Context: an optimization exercise on an open-source flow, tuned for small area, a short achievable clock period and few clock cycles. The choices shown serve that exercise and are no tape-out recipe. Only simulation tests tie the RTL to the original design; equivalence was not proved. Power figures rest on the tool's default switching activity, not on a simulated workload.

<file path="flow/config.mk">
export PLATFORM = sky130hd
export DESIGN_NAME = wordstuf_core
export DESIGN_NICKNAME = wordstuf_core
export VERILOG_FILES = /design/flow/design.v
export SDC_FILE = /design/flow/constraint.sdc
export NUM_CORES = 4
export LEC_CHECK = 0
export CAP_MARGIN = 20
export CORE_MARGIN = 2
export CORE_UTILIZATION = 40
export SLEW_MARGIN = 20
</file>
<file path="flow/design.v">
module wordstuf_core (
    input  wire        clk,
    input  wire        rst,          
    input  wire        cmd_valid,
    output wire        cmd_ready,
    input  wire [39:0] cmd,
    output reg         rsp_valid,
    output reg         rsp_err,
    output reg         rsp_flag,
    output reg  [31:0] rsp_value
);
    localparam integer DST_SIZE = 64;
    localparam integer ENC_SIZE = 64;
    localparam [31:0] MARKER_WORD = 32'hCAFEB8DA;
    localparam [7:0] OP_ENC_OFFSET = 8'h01;
    localparam [7:0] OP_DEC_OFFSET = 8'h02;
    localparam [7:0] OP_SCAN_SETW  = 8'h10;
    localparam [7:0] OP_SCAN_GETW  = 8'h11;
    localparam [7:0] OP_SCAN_START = 8'h12;
    localparam [7:0] OP_SCAN_BYTE  = 8'h13;
    localparam [7:0] OP_DEC_INIT   = 8'h20;
    localparam [7:0] OP_DEC_INGEST = 8'h21;
    localparam [7:0] OP_DEC_STATUS = 8'h22;
    localparam [7:0] OP_DEC_LAST   = 8'h23;
    localparam [7:0] OP_ENC_FRAME  = 8'h30;
    localparam [7:0] OP_DST_WRITE  = 8'h40;
    localparam [7:0] OP_DST_READ   = 8'h41;
    localparam [7:0] OP_ENC_WRITE  = 8'h50;
    localparam [7:0] OP_ENC_READ   = 8'h51;
    localparam [2:0] ST_PARSING       = 3'd0;
    localparam [2:0] ST_DST_OVERRUN   = 3'd1;
    localparam [2:0] ST_OFFSET_TOO_BIG = 3'd2;
    localparam [2:0] ST_OFFSET_OOB    = 3'd3;
    localparam [2:0] ST_OFFSET_ODD    = 3'd4;
    localparam [1:0] S_IDLE    = 2'd0;
    localparam [1:0] S_WALK    = 2'd1;    
    localparam [1:0] S_ENC     = 2'd2;    
    localparam [1:0] S_ENC_WR  = 2'd3;    
    function [31:0] encode_offset(input [31:0] off);
        encode_offset = {off[30:7], 1'b0, off[6:0]};
    endfunction
    function [31:0] decode_offset(input [31:0] f);
        decode_offset = {1'b0, f[31:8], f[6:0]};
    endfunction
    function [31:0] shift_win(input [31:0] w, input [7:0] b);
        shift_win = {b, w[31:8]};
    endfunction
    reg [7:0]  dst [0:DST_SIZE-1];
    reg [7:0]  enc [0:ENC_SIZE-1];
    reg [1:0]  state;
    reg [31:0] scn_w;
    reg [31:0] scn_p;
    reg [2:0]  dec_status;
    reg [2:0]  dec_last;
    reg [31:0] dec_cur;
    reg [31:0] dec_w;
    reg [31:0] dec_cap;
    reg [31:0] walk_n;           
    reg [1:0]  walk_k;           
    reg [31:0] walk_field;       
    reg [31:0] enc_len;          
    reg [31:0] enc_i;            
    reg [31:0] enc_w;            
    reg [31:0] enc_slot;         
    reg [31:0] enc_cc;           
    reg [31:0] wr_addr;          
    reg [31:0] wr_word;          
    reg [1:0]  wr_k;             
    reg [1:0]  wr_what;          
    assign cmd_ready = (state == S_IDLE) && !rst;
    wire [7:0]  opcode = cmd[39:32];
    wire [31:0] arg    = cmd[31:0];
    wire        accept = cmd_valid && cmd_ready;
    reg legal;
    always @(*) begin
        case (opcode)
            OP_ENC_OFFSET, OP_DEC_OFFSET, OP_SCAN_SETW:
                legal = 1'b1;
            OP_SCAN_GETW, OP_SCAN_START, OP_DEC_STATUS, OP_DEC_LAST:
                legal = (arg == 32'd0);
            OP_SCAN_BYTE, OP_DEC_INGEST:
                legal = (arg[31:8] == 24'd0);
            OP_DEC_INIT:
                legal = (arg >= 32'd8) && (arg <= DST_SIZE);
            OP_ENC_FRAME:
                legal = ({1'b0, arg} + 33'd8 <= 33'(ENC_SIZE));
            OP_DST_WRITE:
                legal = (arg[31:16] == 16'd0) && ({24'd0, arg[15:8]} < DST_SIZE);
            OP_ENC_WRITE:
                legal = (arg[31:16] == 16'd0) && ({24'd0, arg[15:8]} < ENC_SIZE);
            OP_DST_READ:
                legal = (arg[31:16] == 16'd0) && ({24'd0, arg[15:8]} < DST_SIZE) && (arg[7:0] == 8'd0);
            OP_ENC_READ:
                legal = (arg[31:16] == 16'd0) && ({24'd0, arg[15:8]} < ENC_SIZE) && (arg[7:0] == 8'd0);
            default:
                legal = 1'b0;
        endcase
    end
    wire [31:0] dec_w_next   = shift_win(dec_w, arg[7:0]);
    wire        dec_complete = (dec_w_next == MARKER_WORD);
    wire        dec_append   = !dec_complete && (dec_status == ST_PARSING) && (dec_cur < dec_cap);
    wire        walk_end   = (walk_n == dec_cur);
    wire        walk_odd   = (walk_n + 32'd4 > dec_cur);
    wire        walk_head  = (walk_n == 32'd0);
    wire [31:0] enc_pos    = 32'd4 + enc_i;
    wire        enc_done   = (enc_i == enc_len);
    wire [31:0] enc_p      = enc_i - 32'd3;
    reg  [5:0] dst_raddr;
    reg        dst_we;
    reg  [5:0] dst_waddr;
    reg  [7:0] dst_wdata;
    wire [7:0] dst_rdata = dst[dst_raddr];
    always @(*) begin
        dst_raddr = arg[13:8];
        dst_we    = 1'b0;
        dst_waddr = arg[13:8];
        dst_wdata = arg[7:0];
        if (state == S_WALK) begin
            case (walk_k)
                2'd0: dst_raddr = walk_n[5:0] + 6'd3;
                2'd1: dst_raddr = walk_n[5:0];
                2'd2: dst_raddr = walk_n[5:0] + 6'd1;
                default: dst_raddr = walk_n[5:0] + 6'd2;
            endcase
            dst_waddr = dst_raddr;
            case (walk_k)
                2'd0: dst_wdata = MARKER_WORD[31:24];
                2'd1: dst_wdata = MARKER_WORD[7:0];
                2'd2: dst_wdata = MARKER_WORD[15:8];
                default: dst_wdata = MARKER_WORD[23:16];
            endcase
            if (walk_k == 2'd0)
                dst_we = !walk_end && !walk_odd && !dst_rdata[7] && !walk_head;
            else
                dst_we = !walk_head;
        end else if (accept && legal && opcode == OP_DST_WRITE) begin
            dst_we = 1'b1;
        end else if (accept && legal && opcode == OP_DEC_INGEST && dec_append) begin
            dst_we    = 1'b1;
            dst_waddr = dec_cur[5:0];
        end
        if (rst) dst_we = 1'b0;
    end
    always @(posedge clk) begin
        if (dst_we) dst[dst_waddr] <= dst_wdata;
    end
    reg  [5:0] enc_raddr;
    reg        enc_we;
    reg  [5:0] enc_waddr;
    reg  [7:0] enc_wdata;
    wire [7:0] enc_rdata = enc[enc_raddr];
    always @(*) begin
        enc_raddr = (state == S_ENC) ? enc_pos[5:0] : arg[13:8];
        enc_we    = 1'b0;
        enc_waddr = arg[13:8];
        enc_wdata = arg[7:0];
        if (state == S_ENC_WR) begin
            enc_we    = 1'b1;
            enc_waddr = wr_addr[5:0] + {4'd0, wr_k};
            case (wr_k)
                2'd0: enc_wdata = wr_word[7:0];
                2'd1: enc_wdata = wr_word[15:8];
                2'd2: enc_wdata = wr_word[23:16];
                default: enc_wdata = wr_word[31:24];
            endcase
        end else if (accept && legal && opcode == OP_ENC_WRITE) begin
            enc_we = 1'b1;
        end
        if (rst) enc_we = 1'b0;
    end
    always @(posedge clk) begin
        if (enc_we) enc[enc_waddr] <= enc_wdata;
    end
    wire [31:0] field_full = {walk_field[31:24], dst_rdata, walk_field[15:0]};
    wire [31:0] walk_next  = walk_n + decode_offset(field_full) + 32'd4;
    wire [31:0] enc_w_next = shift_win(enc_w, enc_rdata);
    always @(posedge clk) begin
        if (rst) begin
            state      <= S_IDLE;
            scn_w      <= 32'd0;
            scn_p      <= 32'd0;
            dec_status <= ST_PARSING;
            dec_last   <= ST_PARSING;
            dec_cur    <= 32'd0;
            dec_w      <= 32'd0;
            dec_cap    <= DST_SIZE;
            walk_n     <= 32'd0;
            walk_k     <= 2'd0;
            walk_field <= 32'd0;
            enc_len    <= 32'd0;
            enc_i      <= 32'd0;
            enc_w      <= 32'd0;
            enc_slot   <= 32'd0;
            enc_cc     <= 32'd0;
            wr_addr    <= 32'd0;
            wr_word    <= 32'd0;
            wr_k       <= 2'd0;
            wr_what    <= 2'd0;
            rsp_valid  <= 1'b0;
            rsp_err    <= 1'b0;
            rsp_flag   <= 1'b0;
            rsp_value  <= 32'd0;
        end else begin
            rsp_valid <= 1'b0;
            rsp_err   <= 1'b0;
            rsp_flag  <= 1'b0;
            rsp_value <= 32'd0;
            case (state)
                S_IDLE: begin
                    if (accept && !legal) begin
                        rsp_valid <= 1'b1;
                        rsp_err   <= 1'b1;
                    end else if (accept) begin
                        case (opcode)
                            OP_ENC_OFFSET: begin
                                rsp_valid <= 1'b1;
                                rsp_value <= encode_offset(arg);
                            end
                            OP_DEC_OFFSET: begin
                                rsp_valid <= 1'b1;
                                rsp_flag  <= (decode_offset(arg) > 32'h3FFFFFFF);
                                rsp_value <= decode_offset(arg);
                            end
                            OP_SCAN_SETW: begin
                                scn_w     <= arg;
                                rsp_valid <= 1'b1;
                            end
                            OP_SCAN_GETW: begin
                                rsp_valid <= 1'b1;
                                rsp_value <= scn_w;
                            end
                            OP_SCAN_START: begin
                                scn_p     <= 32'd0;
                                rsp_valid <= 1'b1;
                            end
                            OP_SCAN_BYTE: begin
                                scn_w     <= shift_win(scn_w, arg[7:0]);
                                scn_p     <= scn_p + 32'd1;
                                rsp_valid <= 1'b1;
                                rsp_flag  <= (shift_win(scn_w, arg[7:0]) == MARKER_WORD);
                                rsp_value <= scn_p + 32'd1;
                            end
                            OP_DEC_INIT: begin
                                dec_cap    <= arg;
                                dec_status <= ST_PARSING;
                                dec_cur    <= 32'd0;
                                dec_w      <= 32'd0;
                                dec_last   <= ST_PARSING;
                                rsp_valid  <= 1'b1;
                            end
                            OP_DEC_INGEST: begin
                                if (!dec_complete) begin
                                    dec_w <= dec_w_next;
                                    if (dec_status == ST_PARSING) begin
                                        if (dec_cur < dec_cap)
                                            dec_cur <= dec_cur + 32'd1;
                                        else
                                            dec_status <= ST_DST_OVERRUN;
                                    end
                                    rsp_valid <= 1'b1;
                                end else if (dec_status != ST_PARSING) begin
                                    dec_last   <= dec_status;
                                    dec_status <= ST_PARSING;
                                    dec_cur    <= 32'd0;
                                    dec_w      <= 32'd0;
                                    rsp_valid  <= 1'b1;
                                end else if (dec_cur == 32'd3) begin
                                    dec_cur   <= 32'd0;
                                    dec_w     <= 32'd0;
                                    rsp_valid <= 1'b1;
                                end else begin
                                    dec_cur <= dec_cur - 32'd3;
                                    dec_w   <= 32'd0;
                                    walk_n  <= 32'd0;
                                    walk_k  <= 2'd0;
                                    state   <= S_WALK;
                                end
                            end
                            OP_DEC_STATUS: begin
                                rsp_valid <= 1'b1;
                                rsp_value <= {29'd0, dec_status};
                            end
                            OP_DEC_LAST: begin
                                rsp_valid <= 1'b1;
                                rsp_value <= {29'd0, dec_last};
                            end
                            OP_ENC_FRAME: begin
                                enc_len  <= arg;
                                enc_i    <= 32'd0;
                                enc_w    <= 32'd0;
                                enc_slot <= 32'd0;
                                enc_cc   <= 32'd0;
                                state    <= S_ENC;
                            end
                            OP_DST_WRITE, OP_ENC_WRITE: begin
                                rsp_valid <= 1'b1;
                            end
                            OP_DST_READ: begin
                                rsp_valid <= 1'b1;
                                rsp_value <= {24'd0, dst_rdata};
                            end
                            OP_ENC_READ: begin
                                rsp_valid <= 1'b1;
                                rsp_value <= {24'd0, enc_rdata};
                            end
                            default: begin
                                rsp_valid <= 1'b1;
                                rsp_err   <= 1'b1;
                            end
                        endcase
                    end
                end
                S_WALK: begin
                    case (walk_k)
                        2'd0: begin
                            if (walk_end || walk_odd || dst_rdata[7]) begin
                                state      <= S_IDLE;
                                dec_status <= ST_PARSING;
                                dec_cur    <= 32'd0;
                                rsp_valid  <= 1'b1;
                                if (walk_end) begin
                                    dec_last  <= ST_PARSING;
                                    rsp_flag  <= 1'b1;
                                    rsp_value <= dec_cur - 32'd4;
                                end else if (walk_odd) begin
                                    dec_last <= ST_OFFSET_ODD;
                                end else begin
                                    dec_last <= ST_OFFSET_TOO_BIG;
                                end
                            end else begin
                                walk_field[31:24] <= dst_rdata;
                                walk_k <= 2'd1;
                            end
                        end
                        2'd1: begin
                            walk_field[7:0] <= dst_rdata;
                            walk_k <= 2'd2;
                        end
                        2'd2: begin
                            walk_field[15:8] <= dst_rdata;
                            walk_k <= 2'd3;
                        end
                        default: begin
                            walk_k <= 2'd0;
                            if (walk_next <= walk_n) begin
                                state      <= S_IDLE;
                                dec_status <= ST_PARSING;
                                dec_cur    <= 32'd0;
                                dec_last   <= ST_OFFSET_OOB;
                                rsp_valid  <= 1'b1;
                            end else begin
                                walk_n <= walk_next;
                            end
                        end
                    endcase
                end
                S_ENC: begin
                    if (enc_done) begin
                        wr_addr <= enc_slot;
                        wr_word <= encode_offset(enc_len - enc_cc);
                        wr_k    <= 2'd0;
                        wr_what <= 2'd1;
                        state   <= S_ENC_WR;
                    end else begin
                        enc_i <= enc_i + 32'd1;
                        if (enc_w_next == MARKER_WORD) begin
                            wr_addr  <= enc_slot;
                            wr_word  <= encode_offset(enc_p - enc_cc);
                            wr_k     <= 2'd0;
                            wr_what  <= 2'd0;
                            state    <= S_ENC_WR;
                            enc_slot <= 32'd4 + enc_p;
                            enc_cc   <= enc_p + 32'd4;
                            enc_w    <= 32'd0;
                        end else begin
                            enc_w <= enc_w_next;
                        end
                    end
                end
                S_ENC_WR: begin
                    wr_k <= wr_k + 2'd1;
                    if (wr_k == 2'd3) begin
                        case (wr_what)
                            2'd0: state <= S_ENC;
                            2'd1: begin
                                wr_addr <= 32'd4 + enc_len;
                                wr_word <= MARKER_WORD;
                                wr_what <= 2'd2;
                            end
                            default: begin
                                state     <= S_IDLE;
                                rsp_valid <= 1'b1;
                                rsp_value <= enc_len + 32'd8;
                            end
                        endcase
                    end
                end
            endcase
        end
    end
endmodule
</file>
<file path="flow/run.sh">
#!/bin/bash
# synth_recipe.tcl (not shown) runs the flow's synth.tcl, then flattens the netlist and writes it again
# the make line also repeats each setting of config.mk as NAME=value (left out here)
make -C /OpenROAD-flow-scripts/flow DESIGN_CONFIG=/design/flow/config.mk WORK_HOME=/design/flow/orfs CLKGATE_MAP_FILE= SYNTH_SCRIPT=/design/flow/synth_recipe.tcl finish
</file>
<file path="flow/constraint.sdc">
create_clock -name core_clock -period 12.0 [get_ports {clk}]
set_input_delay 2.4000 -clock core_clock [delete_from_list [all_inputs] [get_ports {clk}]]
set_output_delay 2.4000 -clock core_clock [all_outputs]
set_load 0.01 [all_outputs]
</file>
==> impl_metrics.yaml <==
global_route:
  grt_overflow: 0
  grt_pass1_vias: 52800
  grt_max_degree: 107
  grt_use_total: 0.246
  grt_pass1_wl_microns: 345000
  antenna_found_initial: 19
clock_tree:
  clk_latency_ns: 0.84
  tritoncts: "built"
  h-tree-depth: 4
  cts.sinks: 1434
  ctsLongestPathBuffers: 3
  cts_setup_buffers: 0
  hold_buffers: 0
  cts.clk_slew.worst_paths_ns: 0.05
  root_buffer: "clkbuf_16"
  cts.repair.resized: 0
  cts_buffers: 155
floorplanning:
  io_pins: 79
  start_util: 0.403
  die_height_microns: 428
  row_count: 155
  core_area_sq_um: 179000
  die_area_sq_um: 183000
  die_w_microns: 428
synthesis:
  syn-cell-area_sq_um: 71900
  synth_cell_types: 108
  ys_seq_area_frac: 0.542
  synthCells: 6847
  synth_edf_count: 1024
  ys.flop_type: "edfxtp_1"
  avgSynthCellArea_sq_um: 10.5
  syn_nets: 7107
  async_flop_share: 0
  ys_warn_count: 1
  synth_seq_cells: 1434
sta:
  timing.hold.ws_ns: 0.450
  max_freq_ghz: 0.0909
  finalHoldViolCount: 0
  tns_ns: 0
  slew_headroom: 0.221
  setup_viol: 0
  finalMaxSlewViolations: 0
  finClkSkew_ns: 0.0696
  rsz0062_at_grt: "false"
  worstMarginPinSlew_ns: 1.17
  min_period_ns: 11.00
  finalCritPeriodShare: 0.916
drt:
  drtIter0Drc: 6594
  vias: 55400
  wirelength_microns: 232000
  ant_nets: 0
  vias_per_cell: 6.00
  wl_per_cell_microns: 25.2
  dr.pass1.iters: 9
  drc: 0
power:
  power_density_nw_per_um2: 133
  vdd_drop_max_v: 0.000172
  comb_power_share: 0.054
  p_leak_nw: 28.0
  pwr-share-seq: 0.496
  internal_power_mw: 8.16
  switching_power_mw: 2.52
  p_sw_frac: 0.236
  clkPwrFrac: 0.450
place:
  port_buffers: 78
  gp_congestion: 0.957
  hpwlAfterDp_microns: 156000
finish:
  utilization: 0.450
  drive_gt1_frac: 0.0786
  finalNetCount: 7006
  fillers: 16400
  regArea_sq_um: 39000
  syn_to_final_growth_pct: 11.7
  multi_input_area_sq_um: 30600
critical_path:
  max_stage_delay_ns: 0.77
  r2r_start: "walk_k[0]$_SDFFE_PP0P_"
  crit_arrival_ns: 11.69
  path_common_cell: "a21oi_1"
  crit_required_ns: 12.69
  cp-start-kind: "primary input"
  criticalPathCategory: "primary input to flop"
  worstSetupEndpointType: "flop"
  r2r_setup_slack_ns: 1.18
  worstReg2RegEnd: "dec_cur[29]$_SDFFE_PP0P_"
  ff2ff_path_depth: 36
  crit_path_top_delay_cell: "a2111oi_0"
  path_max_fanout: 38
run_status:
  status: "no timing/DRC/antenna violations"
min_path:
  hold_start: "dec_cap[20]$_SDFFE_PP0P_"
  hp-class: "flop to flop"
  hold_end: "dec_cap[20]$_SDFFE_PP0P_"
  min_path_cells: 2
run:
  drv_cap: 0
[through the flow]
stage / cells / power (mW) / worst slack (ns) / cell area (sq um)
2_1_floorplan: 6847 / 5.73 / 2.30 / 71900
3_3_place_gp: 8943 / 5.96 / 0.628 / 75200
3_5_place_dp: 8943 / 5.97 / 0.527 / 75200
4_1_cts: 9226 / 10.7 / 1.33 / 80300
5_1_grt: 9237 / 11.0 / 0.626 / 80400
6_report: 9238 / 10.7 / 1.00 / 80400
[cells in the mapped netlist (15+ instances only)]
master / number / share of area
a31oi_1: 77 / 0.0067
a311oi_1: 105 / 0.013
buf_4: 15 / 0.0016
a22oi_1: 27 / 0.0028
clkbuf_1: 348 / 0.018
nand4_1: 104 / 0.0090
nor2_1: 541 / 0.028
nand2_1: 903 / 0.047
nor2b_1: 30 / 0.0026
a221oi_1: 32 / 0.0039
and3_1: 73 / 0.0063
nor4_1: 105 / 0.0091
a21o_1: 63 / 0.0066
nand3b_1: 18 / 0.0019
o21ai_0: 212 / 0.015
and4_1: 17 / 0.0021
o2111ai_1: 18 / 0.0022
ha_1: 213 / 0.037
or3_1: 61 / 0.0053
buf_2: 90 / 0.0063
inv_1: 194 / 0.010
xnor2_1: 212 / 0.026
nand2b_1: 89 / 0.0077
o21a_1: 17 / 0.0018
or4_1: 24 / 0.0025
and2_1: 51 / 0.0044
mux2_2: 35 / 0.0055
dfxtp_1: 410 / 0.11
edfxtp_1: 1024 / 0.43
a311o_1: 15 / 0.0021
buf_1: 27 / 0.0014
a21oi_1: 420 / 0.029
a211oi_1: 101 / 0.011
and2_0: 34 / 0.0030
xor2_1: 110 / 0.013
o22ai_1: 41 / 0.0036
o211ai_1: 32 / 0.0033
nor3_1: 125 / 0.0087
o31ai_1: 41 / 0.0043
a222oi_1: 37 / 0.0051
o21bai_1: 15 / 0.0016
nand3_1: 220 / 0.015
mux2i_1: 203 / 0.028
a22o_1: 56 / 0.0068
mux4_2: 31 / 0.0097
[routing by layer]
layer | vias up | track usage | wire [microns]
li1 | 25200 | - | -
met1 | 27200 | 0.331 | 97300
met2 | 2506 | 0.389 | 106000
met3 | 484 | 0.0360 | 17200
met4 | 0 | 0.124 | 11500
met5 | - | 0 | 0
[layout by cell type, fill, tap and decap left out, types with 139 or more instances in the layout]
cell	Yosys	final
a21oi_1	420	415
buf_4	15	139
clkbuf_16	0	156
dfxtp_1	410	407
edfxtp_1	1024	1024
ha_1	213	213
inv_1	194	194
mux2i_1	203	201
nand2_1	903	899
nand3_1	220	220
nor2_1	541	535
o21ai_0	212	201
xnor2_1	212	212
[layout make-up]
cell class              instances  share of cell area
clock inverters                88              0.0120
repair buffers                225              0.0247
multi-input cells            4733               0.381
well taps                    2355              0.0367
diodes                         11            0.000342
clock buffers                 195              0.0513
inverters                     197             0.00920
flip-flops and latches       1434               0.485
[power groups by stage]
stage	Clock [mW]	Combinational, mW	Sequential, mW
after floorplan	0	0.321	5.41
after global placement	0	0.562	5.40
after detailed placement	0	0.567	5.40
after CTS	4.88	0.569	5.30
after global routing	5.06	0.609	5.29
final	4.81	0.578	5.30
[critical path, delay by kind of cell]
kind / cells / cell delay [ns]
multiplexers: 1 / 0.43
XOR/XNOR: 1 / 0.13
buffers and inverters: 3 / 1.44
adder cells (fa/ha/maj): 3 / 0.97
AND/OR/NAND/NOR: 3 / 1.15
AO/OA/AOI/OAI: 21 / 5.10
[flip-flops by register name (all words and copies together) (netlist names), 3 cells and up]
| signal | cells |
|---|---|
| wr_addr | 6 |
| scn_p | 32 |
| dec_last | 3 |
| enc_w | 24 |
| walk_n | 32 |
| enc | 512 |
| wr_word | 32 |
| enc_len | 32 |
| dst | 512 |
| enc_cc | 31 |
| dec_w | 24 |
| rsp_value | 32 |
| dec_cur | 32 |
| enc_i | 32 |
| dec_cap | 32 |
| walk_field | 23 |
| scn_w | 32 |
[cell families after synthesis]
kind of cell	Yosys count	share of synthesized area
mux	275	0.0444
buf+inv	680	0.0381
xor+xnor	323	0.0394
compound gates	1456	0.137
simple gates	2462	0.162
fa+ha+maj	217	0.0382
flops	1434	0.542
[worst max-delay path by stage]
stage                        from                       end  slack, ns  depth (start not counted)
after floorplan            cmd[8]  dec_cur[26]$_SDFFE_PP0P_       2.30                         35
after global placement    cmd[10]  dec_cur[14]$_SDFFE_PP0P_       0.63                         32
after detailed placement  cmd[10]  dec_cur[19]$_SDFFE_PP0P_       0.53                         31
after CTS                 cmd[10]  dec_cur[29]$_SDFFE_PP0P_       1.33                         32
after global routing      cmd[10]  dec_cur[23]$_SDFFE_PP0P_       0.63                         31
final                     cmd[10]  dec_cur[29]$_SDFFE_PP0P_       1.00                         32
Testbench counts, summed over its fixed seeds: cycles 57,928.

## static timing again, ports no longer ideal
How much do the figures lean on ideal ports? The routed layout below was timed once more, with nothing changed but the port constraints.
Step 1 sets driving cells, clkbuf_16 on the clock port and buf_2 on the other inputs (assumed; they add their load-dependent delay and slew).
Step 2 also shifts input and output timing later by t, the mid clock arrival at the registers, as if the neighbouring blocks saw the same clock.
a / b / c = ideal ports / drivers / drivers and shift; a / b = the first two.
t, ns: 0.889
setup WS [ns]: 1.004 / 1.067 / 0.178
latest minus earliest clock arrival (ns): 0.072 / 0.073
slew at the worst register clock pin (ns): 0.07 / 0.07
After both steps this run still meets setup and hold. For this run, drivers alone change the setup slack by +0.063 ns; drivers and shift together by -0.826 ns.
